This design comes from an exercise in tuning for small area, a short achievable clock period and few clock cycles on the open sky130 flow, not from production work.
The RTL was checked by simulation tests, not by an equivalence proof against the original design.
Power and IR drop assume default switching activity.

===== flow/run.sh =====
#!/bin/bash
# synth_recipe.tcl (not shown) runs the flow's synth.tcl, then flattens the netlist and writes it again
# the make line also repeats each setting of config.mk as NAME=value (left out here)
make -C /OpenROAD-flow-scripts/flow DESIGN_CONFIG=/design/flow/config.mk WORK_HOME=/design/flow/orfs CLKGATE_MAP_FILE= SYNTH_SCRIPT=/design/flow/synth_recipe.tcl finish

===== flow/design.v =====
`timescale 1ns/1ps
module wte_framer #(
    parameter FIFO_DEPTH = 8,
    parameter FRAME_MAX  = 16
) (
    input  wire        clk,
    input  wire        rst,
    input  wire        cmd_valid,
    output wire        cmd_ready,
    input  wire [31:0] cmd_op,
    input  wire [31:0] cmd_data,
    output reg         rsp_valid,
    output reg  [31:0] rsp_data,
    output reg  [2:0]  rsp_fault
);
    localparam FA = $clog2(FIFO_DEPTH);
    localparam MA = $clog2(FRAME_MAX);
    localparam [31:0] RSV_IDLE     = 32'hFFFFFFFF;
    localparam [31:0] RSV_ESCAPE   = 32'hFFFFFFFE;
    localparam [31:0] RSV_UNDERRUN = 32'hFFFFFFFD;
    localparam [31:0] RSV_OVERRUN  = 32'hFFFFFFFC;
    localparam [2:0] F_NONE       = 3'd0;
    localparam [2:0] F_ILLEGAL_OP = 3'd1;
    localparam [2:0] F_NOT_ACTIVE = 3'd2;
    localparam [2:0] F_ARG_RANGE  = 3'd4;
    localparam [2:0] F_FIFO_RANGE = 3'd5;
    localparam [2:0] F_UNWRITTEN  = 3'd6;
    localparam [7:0] OP_ENCODE = 8'h02;
    localparam [7:0] OP_DECODE = 8'h03;
    localparam [7:0] OP_FRAME  = 8'h11;
    localparam [7:0] OP_SETRXF = 8'h15;
    localparam [7:0] OP_FPUSH  = 8'h20;
    localparam [7:0] OP_FPOP   = 8'h21;
    localparam [7:0] OP_FSIZE  = 8'h22;
    localparam [7:0] OP_FFREE  = 8'h23;
    localparam [7:0] OP_FPEEK  = 8'h24;
    localparam [7:0] OP_RDREG  = 8'h30;
    localparam [7:0] OP_RDARR  = 8'h31;
    localparam [1:0] S_IDLE = 2'd0;
    localparam [1:0] S_ENC  = 2'd1;
    localparam [1:0] S_DEC  = 2'd2;
    localparam [1:0] S_FRM  = 2'd3;
    reg [31:0]   fifo_mem [0:4*FIFO_DEPTH-1];
    reg [FA-1:0] fifo_rd  [0:3];
    reg [FA-1:0] fifo_wr  [0:3];
    reg [FA:0]   fifo_cnt [0:3];
    reg [31:0]           tx_mem [0:2*FRAME_MAX-1];
    reg [31:0]           rx_mem [0:2*FRAME_MAX-1];
    reg [2*FRAME_MAX-1:0] tx_wr;
    reg [2*FRAME_MAX-1:0] rx_wr;
    reg [6:0]  fx_flags [0:1];
    reg [MA:0] fx_count [0:1];
    reg [2:0]  fault;
    reg [1:0]  state;
    reg        op_node;
    reg [MA:0] op_len;
    reg [MA:0] op_i;
    reg [MA:0] op_removed;
    reg [6:0]  op_flags;
    reg        enc_pend;
    reg [31:0] enc_pend_word;
    assign cmd_ready = (state == S_IDLE);
    wire accept = cmd_valid && cmd_ready;
    wire [7:0]  f_op   = cmd_op[7:0];
    wire [6:0]  f_sel  = cmd_op[14:8];
    wire        f_node = cmd_op[15];
    wire [15:0] f_arg  = cmd_op[31:16];
    reg legal;
    always @(*) begin
        case (f_op)
            OP_ENCODE, OP_DECODE, OP_FRAME, OP_SETRXF:
                legal = (f_sel == 7'd0);
            OP_FPUSH, OP_FPOP, OP_FSIZE, OP_FFREE:
                legal = (f_sel <= 7'd1) && (f_arg == 16'd0);
            OP_FPEEK:
                legal = (f_sel <= 7'd1);
            OP_RDREG:
                legal = (f_sel <= 7'd7) && (f_arg == 16'd0);
            OP_RDARR:
                legal = (f_sel <= 7'd3);
            default:
                legal = 1'b0;
        endcase
    end
    function is_rsv(input [31:0] w);
        is_rsv = (w == RSV_IDLE) || (w == RSV_ESCAPE) ||
                 (w == RSV_UNDERRUN) || (w == RSV_OVERRUN);
    endfunction
    wire [1:0]    cq      = {f_node, f_sel[0]};
    wire [FA:0]   cq_cnt  = fifo_cnt[cq];
    wire [FA-1:0] cq_rd   = fifo_rd[cq];
    wire [FA-1:0] cq_wr   = fifo_wr[cq];
    wire [FA-1:0] cq_peek = cq_rd + f_arg[FA-1:0];
    wire [MA:0] c_cell = {f_node, f_arg[MA-1:0]};
    wire [1:0]  q_in  = {op_node, 1'b0};
    wire [1:0]  q_out = {op_node, 1'b1};
    wire [31:0] in_front = fifo_mem[{q_in, fifo_rd[q_in]}];
    wire        in_empty = (fifo_cnt[q_in] == 0);
    wire        out_full = (fifo_cnt[q_out] == FIFO_DEPTH);
    wire [MA:0] cur_cell  = {op_node, op_i[MA-1:0]};
    wire [MA:0] next_cell = {op_node, op_i[MA-1:0] + 1'b1};
    wire [MA:0] peer_cell = {~op_node, op_i[MA-1:0]};
    wire [31:0] rx_cur    = rx_mem[cur_cell];
    wire [31:0] rx_next   = rx_mem[next_cell];
    integer k;
    always @(posedge clk) begin
        rsp_valid <= 1'b0;
        if (rst) begin
            state     <= S_IDLE;
            fault     <= F_NONE;
            rsp_data  <= 32'd0;
            rsp_fault <= F_NONE;
            tx_wr     <= {2*FRAME_MAX{1'b0}};
            rx_wr     <= {2*FRAME_MAX{1'b0}};
            enc_pend  <= 1'b0;
            for (k = 0; k < 4; k = k + 1) begin
                fifo_rd[k]  <= {FA{1'b0}};
                fifo_wr[k]  <= {FA{1'b0}};
                fifo_cnt[k] <= {(FA+1){1'b0}};
            end
            for (k = 0; k < 2; k = k + 1) begin
                fx_flags[k] <= 7'd0;
                fx_count[k] <= {(MA+1){1'b0}};
            end
        end else begin
            case (state)
            S_IDLE: if (accept) begin
                rsp_valid <= 1'b1;
                rsp_data  <= 32'd0;
                rsp_fault <= fault;
                if (fault != F_NONE) begin
                end else if (!legal) begin
                    fault     <= F_ILLEGAL_OP;
                    rsp_fault <= F_ILLEGAL_OP;
                end else begin
                    case (f_op)
                    OP_ENCODE, OP_DECODE, OP_FRAME: begin
                        if (f_arg > FRAME_MAX) begin
                            fault     <= F_ARG_RANGE;
                            rsp_fault <= F_ARG_RANGE;
                        end else begin
                            rsp_valid  <= 1'b0;
                            op_node    <= f_node;
                            op_len     <= f_arg[MA:0];
                            op_i       <= {(MA+1){1'b0}};
                            op_removed <= {(MA+1){1'b0}};
                            op_flags   <= 7'd0;
                            enc_pend   <= 1'b0;
                            state <= (f_op == OP_ENCODE) ? S_ENC :
                                     (f_op == OP_DECODE) ? S_DEC : S_FRM;
                        end
                    end
                    OP_SETRXF: begin
                        if (f_arg >= FRAME_MAX) begin
                            fault     <= F_ARG_RANGE;
                            rsp_fault <= F_ARG_RANGE;
                        end else begin
                            rx_mem[c_cell] <= cmd_data;
                            rx_wr[c_cell]  <= 1'b1;
                        end
                    end
                    OP_FPUSH: begin
                        if (cq_cnt != FIFO_DEPTH) begin
                            fifo_mem[{cq, cq_wr}] <= cmd_data;
                            fifo_wr[cq]  <= cq_wr + 1'b1;
                            fifo_cnt[cq] <= cq_cnt + 1'b1;
                            rsp_data     <= 32'd1;
                        end
                    end
                    OP_FPOP: begin
                        if (cq_cnt == 0) begin
                            fault     <= F_FIFO_RANGE;
                            rsp_fault <= F_FIFO_RANGE;
                        end else begin
                            rsp_data     <= fifo_mem[{cq, cq_rd}];
                            fifo_rd[cq]  <= cq_rd + 1'b1;
                            fifo_cnt[cq] <= cq_cnt - 1'b1;
                        end
                    end
                    OP_FSIZE:
                        rsp_data <= {{(31-FA){1'b0}}, cq_cnt};
                    OP_FFREE:
                        rsp_data <= FIFO_DEPTH - {{(31-FA){1'b0}}, cq_cnt};
                    OP_FPEEK: begin
                        if (f_arg >= cq_cnt) begin
                            fault     <= F_FIFO_RANGE;
                            rsp_fault <= F_FIFO_RANGE;
                        end else begin
                            rsp_data <= fifo_mem[{cq, cq_peek}];
                        end
                    end
                    OP_RDREG: begin
                        if (f_sel == 7'd6)
                            rsp_data <= {25'd0, fx_flags[f_node]};
                        else if (f_sel == 7'd7)
                            rsp_data <= {{(31-MA){1'b0}}, fx_count[f_node]};
                        else if (f_sel != 7'd0) begin
                            fault     <= F_NOT_ACTIVE;
                            rsp_fault <= F_NOT_ACTIVE;
                        end
                    end
                    OP_RDARR: begin
                        if (f_sel <= 7'd1) begin
                            fault     <= F_NOT_ACTIVE;
                            rsp_fault <= F_NOT_ACTIVE;
                        end else if (f_arg >= FRAME_MAX) begin
                            fault     <= F_ARG_RANGE;
                            rsp_fault <= F_ARG_RANGE;
                        end else if (f_sel == 7'd2) begin
                            if (!tx_wr[c_cell]) begin
                                fault     <= F_UNWRITTEN;
                                rsp_fault <= F_UNWRITTEN;
                            end else
                                rsp_data <= tx_mem[c_cell];
                        end else begin
                            if (!rx_wr[c_cell]) begin
                                fault     <= F_UNWRITTEN;
                                rsp_fault <= F_UNWRITTEN;
                            end else
                                rsp_data <= rx_mem[c_cell];
                        end
                    end
                    default: ;
                    endcase
                end
            end
            S_ENC: begin
                if (enc_pend) begin
                    tx_mem[cur_cell] <= enc_pend_word;
                    tx_wr[cur_cell]  <= 1'b1;
                    op_i     <= op_i + 1'b1;
                    enc_pend <= 1'b0;
                end else if (op_i == op_len) begin
                    fx_count[op_node] <= op_removed;
                    rsp_valid <= 1'b1;
                    state     <= S_IDLE;
                end else begin
                    tx_wr[cur_cell] <= 1'b1;
                    op_i <= op_i + 1'b1;
                    if (in_empty) begin
                        tx_mem[cur_cell] <= RSV_IDLE;
                    end else if (is_rsv(in_front)) begin
                        if (op_i + 1'b1 < op_len) begin
                            tx_mem[cur_cell] <= RSV_ESCAPE;
                            enc_pend         <= 1'b1;
                            enc_pend_word    <= in_front;
                            fifo_rd[q_in]    <= fifo_rd[q_in] + 1'b1;
                            fifo_cnt[q_in]   <= fifo_cnt[q_in] - 1'b1;
                            op_removed       <= op_removed + 1'b1;
                        end else begin
                            tx_mem[cur_cell] <= RSV_IDLE;
                        end
                    end else begin
                        tx_mem[cur_cell] <= in_front;
                        fifo_rd[q_in]    <= fifo_rd[q_in] + 1'b1;
                        fifo_cnt[q_in]   <= fifo_cnt[q_in] - 1'b1;
                        op_removed       <= op_removed + 1'b1;
                    end
                end
            end
            S_DEC: begin
                if (op_i == op_len) begin
                    fx_flags[op_node] <= op_flags;
                    rsp_valid <= 1'b1;
                    state     <= S_IDLE;
                end else if (!rx_wr[cur_cell]) begin
                    fault     <= F_UNWRITTEN;
                    rsp_fault <= F_UNWRITTEN;
                    rsp_valid <= 1'b1;
                    state     <= S_IDLE;
                end else if (rx_cur == RSV_IDLE) begin
                    op_i <= op_i + 1'b1;
                end else if (rx_cur == RSV_UNDERRUN) begin
                    op_flags <= op_flags | 7'h08;
                    op_i     <= op_i + 1'b1;
                end else if (rx_cur == RSV_OVERRUN) begin
                    op_flags <= op_flags | 7'h10;
                    op_i     <= op_i + 1'b1;
                end else if (rx_cur == RSV_ESCAPE && op_i + 1'b1 == op_len) begin
                    op_flags <= op_flags | 7'h40;
                    op_i     <= op_i + 1'b1;
                end else if (out_full) begin
                    fx_flags[op_node] <= op_flags | 7'h04;
                    rsp_valid <= 1'b1;
                    state     <= S_IDLE;
                end else if (rx_cur == RSV_ESCAPE) begin
                    if (!rx_wr[next_cell]) begin
                        fault     <= F_UNWRITTEN;
                        rsp_fault <= F_UNWRITTEN;
                        rsp_valid <= 1'b1;
                        state     <= S_IDLE;
                    end else begin
                        fifo_mem[{q_out, fifo_wr[q_out]}] <= rx_next;
                        fifo_wr[q_out]  <= fifo_wr[q_out] + 1'b1;
                        fifo_cnt[q_out] <= fifo_cnt[q_out] + 1'b1;
                        op_i <= op_i + 2'd2;
                    end
                end else begin
                    fifo_mem[{q_out, fifo_wr[q_out]}] <= rx_cur;
                    fifo_wr[q_out]  <= fifo_wr[q_out] + 1'b1;
                    fifo_cnt[q_out] <= fifo_cnt[q_out] + 1'b1;
                    op_i <= op_i + 1'b1;
                end
            end
            S_FRM: begin
                if (op_i == op_len) begin
                    rsp_valid <= 1'b1;
                    state     <= S_IDLE;
                end else if (!tx_wr[cur_cell]) begin
                    fault     <= F_UNWRITTEN;
                    rsp_fault <= F_UNWRITTEN;
                    rsp_valid <= 1'b1;
                    state     <= S_IDLE;
                end else begin
                    rx_mem[peer_cell] <= tx_mem[cur_cell];
                    rx_wr[peer_cell]  <= 1'b1;
                    op_i <= op_i + 1'b1;
                end
            end
            endcase
        end
    end
endmodule

===== flow/constraint.sdc =====
create_clock -name core_clock -period 8.0 [get_ports {clk}]
set_input_delay 1.6000 -clock core_clock [delete_from_list [all_inputs] [get_ports {clk}]]
set_output_delay 1.6000 -clock core_clock [all_outputs]
set_load 0.01 [all_outputs]

===== flow/config.mk =====
export PLATFORM = sky130hd
export DESIGN_NAME = wte_framer
export DESIGN_NICKNAME = wte_framer
export VERILOG_FILES = /design/flow/design.v
export SDC_FILE = /design/flow/constraint.sdc
export NUM_CORES = 4
export LEC_CHECK = 0
export CAP_MARGIN = 20
export CORE_MARGIN = 2
export CORE_UTILIZATION = 40
export SLEW_MARGIN = 20
export SYNTH_MEMORY_MAX_BITS = 16384

==> impl_metrics.tcl <==
set metrics [dict create \
    htree_levels 5 \
    p_int_w 0.0301 \
    worstPathCellList "buf_4, nand4b_1, buf_4, o22ai_1, nor4_1, nand2_1, nand4_1, nor4_4, a31oi_4, or4b_1, o2bb2ai_1, nor2b_4, buf_4" \
    fin_cells 15500 \
    synth_top_area_share_pct 56.8 \
    clk_latency_ns 1.04 \
    highest_layer "met5" \
    setup_viol 0 \
    cts_max_path_buffers 4 \
    postCtsHoldBufs 0 \
    fp-row-count 237 \
    syn_avg_cell_area_um2 17.5 \
    post_cts_resized 0 \
    dp_hpwl_um 372000 \
    rsz0062_at_grt "false" \
    max_stage_delay_ns 0.94 \
    wl_met3_um 75200 \
    fin_area_um2 189000 \
    async_flop_share_pct 0 \
    fin_nets 9818 \
    min_period_ns 7.35 \
    antenna_found_initial 21 \
    fmax_ghz 0.136 \
    seqPwrFrac_pct 47.5 \
    die_height_um 651 \
    synth_area_leaders "edfxtp_1, mux4_2, mux2i_1, nand2_1, dfxtp_1" \
    drtIter0Drc 17400 \
    cp.required_ns 8.65 \
    end_kind "flop" \
    m1WireLength_um 225000 \
    viasPerCell 6.98 \
    floorplan.die_area_um2 424000 \
    clkTransAtPathRegs_ns 0.07 \
    critPathMaxFanout 15 \
    relSlewSlack_pct 14.6 \
    die_x_um 651 \
    utilization_pct 45.4 \
    critical_path_arrival_ns 8.00 \
    fin_crit_sh_pct 91.9 \
    netlist_instances 9603 \
    grt_pass1_wl_um 864000 \
    hold_viol 0 \
    wl_met2_um 284000 \
    clkPwrFrac_pct 41.3 \
    wirelength_um 627000 \
    maxSlewViolCount 0 \
    numCtsBuffers 355 \
    drt_first_pass_iters 8 \
    syn2layout_area_growth_pct 13.0 \
    cts_root_buffer "clkbuf_16" \
    ys_ff_latch 3285 \
    drive_gt1_share_pct 30.5 \
    crit_path_start_kind "flop" \
    power_density_nw_per_um2 212 \
    power_leakage_nw 58.8 \
    drc 0 \
    comb_power_share_pct 11.3 \
    path_class "reg2reg" \
    dpl_cell_area_um2 178000 \
    p_switching_w 0.0101 \
    synth_top_area_cell "edfxtp_1" \
    dp.cells 14900 \
    clock-sinks 3285 \
    port-buffer-count 103 \
    fin_skew_ns 0.104 \
    ys_seq_area_share_pct 58.1 \
    synth_ff_type "edfxtp_1" \
    status "timing/DRC/antenna clean" \
    ios 104 \
    grt_max_degree 114 \
    cp_slowest_cell "nand4b_1" \
    crit_top_cell "buf_4" \
    synth_enable_flop_cells 3169 \
    num_vias 108000 \
    yosysWarnings 2 \
    wire_per_inst_um 40.4 \
    synth_area_um2 168000 \
    yosys.cell_types.count 83 \
    syn_nets 9708 \
    peakVddDrop_mv 0.167 \
    switching_share_pct 25.0 \
    tns_ns 0 \
    core_area_um2 417000 \
    worst_pin_slew_ns 1.24 \
    maxCapViolations 0 \
    cts_tree "yes" \
    grtUsageTotal_pct 29.0 \
    ant_nets 0 \
    worst_hold_slack_ns 0.492 \
    start_util_pct 40.2 \
    holdCritPathClass "reg2reg" \
    place_congestion 0.907 \
    overflow 0 \
    cts_setup_buffers 0 \
    grt_pass1_vias 106000 \
]
per-layer routing:
layer  vias to the layer above  track usage [%]
li1                      41000                -
met1                     57400             37.9
met2                      8214             44.6
met3                      1645             6.85
met4                        16             16.1
met5                         -                0
cell usage in the layout, fill, tap and decap left out, types with 19 or more instances in the layout:
| cell type | count |
|---|---|
| dfxtp_1 | 116 |
| or4_1 | 34 |
| clkdlybuf4s50_1 | 97 |
| nor2_1 | 174 |
| clkinv_2 | 79 |
| nand4_1 | 57 |
| mux2_2 | 68 |
| a211oi_1 | 40 |
| ha_1 | 35 |
| mux4_2 | 1796 |
| nor3_1 | 37 |
| mux2i_1 | 1212 |
| nor2_4 | 82 |
| a311oi_1 | 31 |
| xnor2_1 | 27 |
| buf_12 | 69 |
| o211ai_1 | 23 |
| nor4_1 | 59 |
| a22oi_1 | 74 |
| a221oi_1 | 40 |
| o21ai_0 | 47 |
| buf_4 | 370 |
| and2_1 | 22 |
| clkbuf_1 | 67 |
| o22ai_1 | 318 |
| clkinv_1 | 80 |
| inv_1 | 37 |
| a21oi_1 | 102 |
| o22a_1 | 19 |
| nand3_1 | 164 |
| a31oi_1 | 51 |
| nand2_1 | 681 |
| clkbuf_16 | 361 |
| edfxtp_1 | 3169 |
| bufinv_16 | 29 |
cell families (layout without fill, tap and decap cells):
group                      after synthesis  after routing  share of synthesized area, %
AOI/OAI and AO/OA                      894            894                          3.59
xor gates and xnor gates                33             33                         0.172
adders and majority gates               38             38                         0.288
buffers and inverters                  837           1249                          2.03
DFF                                   3285           3285                          58.1
muxes                                 3086           3086                          31.9
other                                    0              5                             0
and+or+nand+nor                       1430           1430                          3.89
final cells by class:
| class | instances | area [um^2] |
|---|---|---|
| sequential | 3285 | 97500 |
| timing repair buffer | 543 | 5210 |
| fill | 35300 | 227000 |
| antenna | 5 | 12.5 |
| multi-input combinational | 5481 | 68200 |
| tap | 5497 | 6880 |
| inverter | 47 | 200 |
| clock inverter | 219 | 2060 |
| clock buffer | 440 | 9450 |
metrics by stage:
| step | total power [W] | setup WS (ns) |
|---|---|---|
| after CTS | 0.0403 | 0.918 |
| final | 0.0402 | 0.646 |
| after global placement | 0.0238 | 0.822 |
| after detailed placement | 0.0239 | 0.912 |
| after floorplan | 0.0223 | -0.190 |
| after global routing | 0.0411 | 0.704 |
worst paths after layout:
path | start | end | slack, ns | cells past startpoint
setup / recovery | op_node | fifo_mem[10][21] | 0.65 | 13
hold / removal | tx_wr[2] | tx_wr[2] | 0.49 | 2
hold reg to reg | tx_wr[2] | tx_wr[2] | 0.49 | 2
setup reg to reg | op_node | fifo_mem[10][21] | 0.65 | 13
power groups by stage:
| stage | logic (W) | clock network, W | registers (W) |
|---|---|---|---|
| finish | 0.00453 | 0.0166 | 0.0191 |
| global route | 0.00470 | 0.0174 | 0.0191 |
| CTS | 0.00446 | 0.0167 | 0.0191 |
| detailed placement | 0.00445 | 0 | 0.0195 |
| global placement | 0.00437 | 0 | 0.0195 |
| floorplan | 0.00287 | 0 | 0.0195 |
sequential cells by signal (all words and copies together), names as in the netlist, 8 cells and up, named ones only:
name and count:
enc_pend_word 32, fifo_cnt 16, fifo_mem 1024, fifo_rd 12, fifo_wr 12, fx_count 10
fx_flags 8, rsp_data 32, rx_mem 1024, rx_wr 32, tx_mem 1024, tx_wr 32
Yosys cell counts, drive strengths merged, types with 6 or more instances:
| cell | instances |
|---|---|
| nand4bb | 8 |
| nor3 | 54 |
| nor4 | 61 |
| nand4b | 6 |
| nor2 | 258 |
| or4b | 10 |
| a21oi | 106 |
| dfxtp | 116 |
| nand2b | 6 |
| nand4 | 57 |
| a32o | 6 |
| buf | 299 |
| a21o | 15 |
| nand3 | 165 |
| or4 | 36 |
| nand2 | 684 |
| o22a | 33 |
| o211ai | 23 |
| a221oi | 40 |
| clkbuf | 491 |
| o21ai | 75 |
| mux2 | 68 |
| a311oi | 31 |
| o22ai | 323 |
| or3 | 9 |
| inv | 44 |
| ha | 37 |
| xnor2 | 29 |
| a31oi | 57 |
| and3 | 15 |
| nor2b | 16 |
| a22oi | 74 |
| and2 | 28 |
| edfxtp | 3169 |
| mux4 | 1798 |
| or2 | 8 |
| a32oi | 14 |
| mux2i | 1220 |
| a211oi | 41 |
critical path: cells and delay by family, from the launching register on:
family	cells	cell delay [ns]
DFF	1	0.73
buffers and inverters	3	1.36
AOI/OAI and AO/OA	3	0.82
and+or+nand+nor	7	3.98
Testbench counts, summed over its fixed seeds: cycles 30,759.

## separate check: timing with driven ports
Ports are ideal in the flow. The routed layout listed here was re-timed in OpenROAD. Step 1 assumes that a clkbuf_16 drives the clock port and a buf_2 every other input. Step 2, shift: input delay + t, output delay - t, t = (earliest + latest rising clock arrival at the registers) / 2. This alone moves slack from input paths to output paths. Three values: ideal, step 1, step 2; two values: the first two.
t (ns): 1.119
setup slack, ns: 0.646 / 0.646 / 0.646
hold slack, ns: 0.492 / 0.492 / 0.492
latest minus earliest clock arrival (ns): 0.104 / 0.104
worst slew at a driven data input, ns: 0.24
After both steps this run still meets setup and hold. For this run, drivers alone change the setup slack by 0.000 ns; drivers and shift together by 0.000 ns.
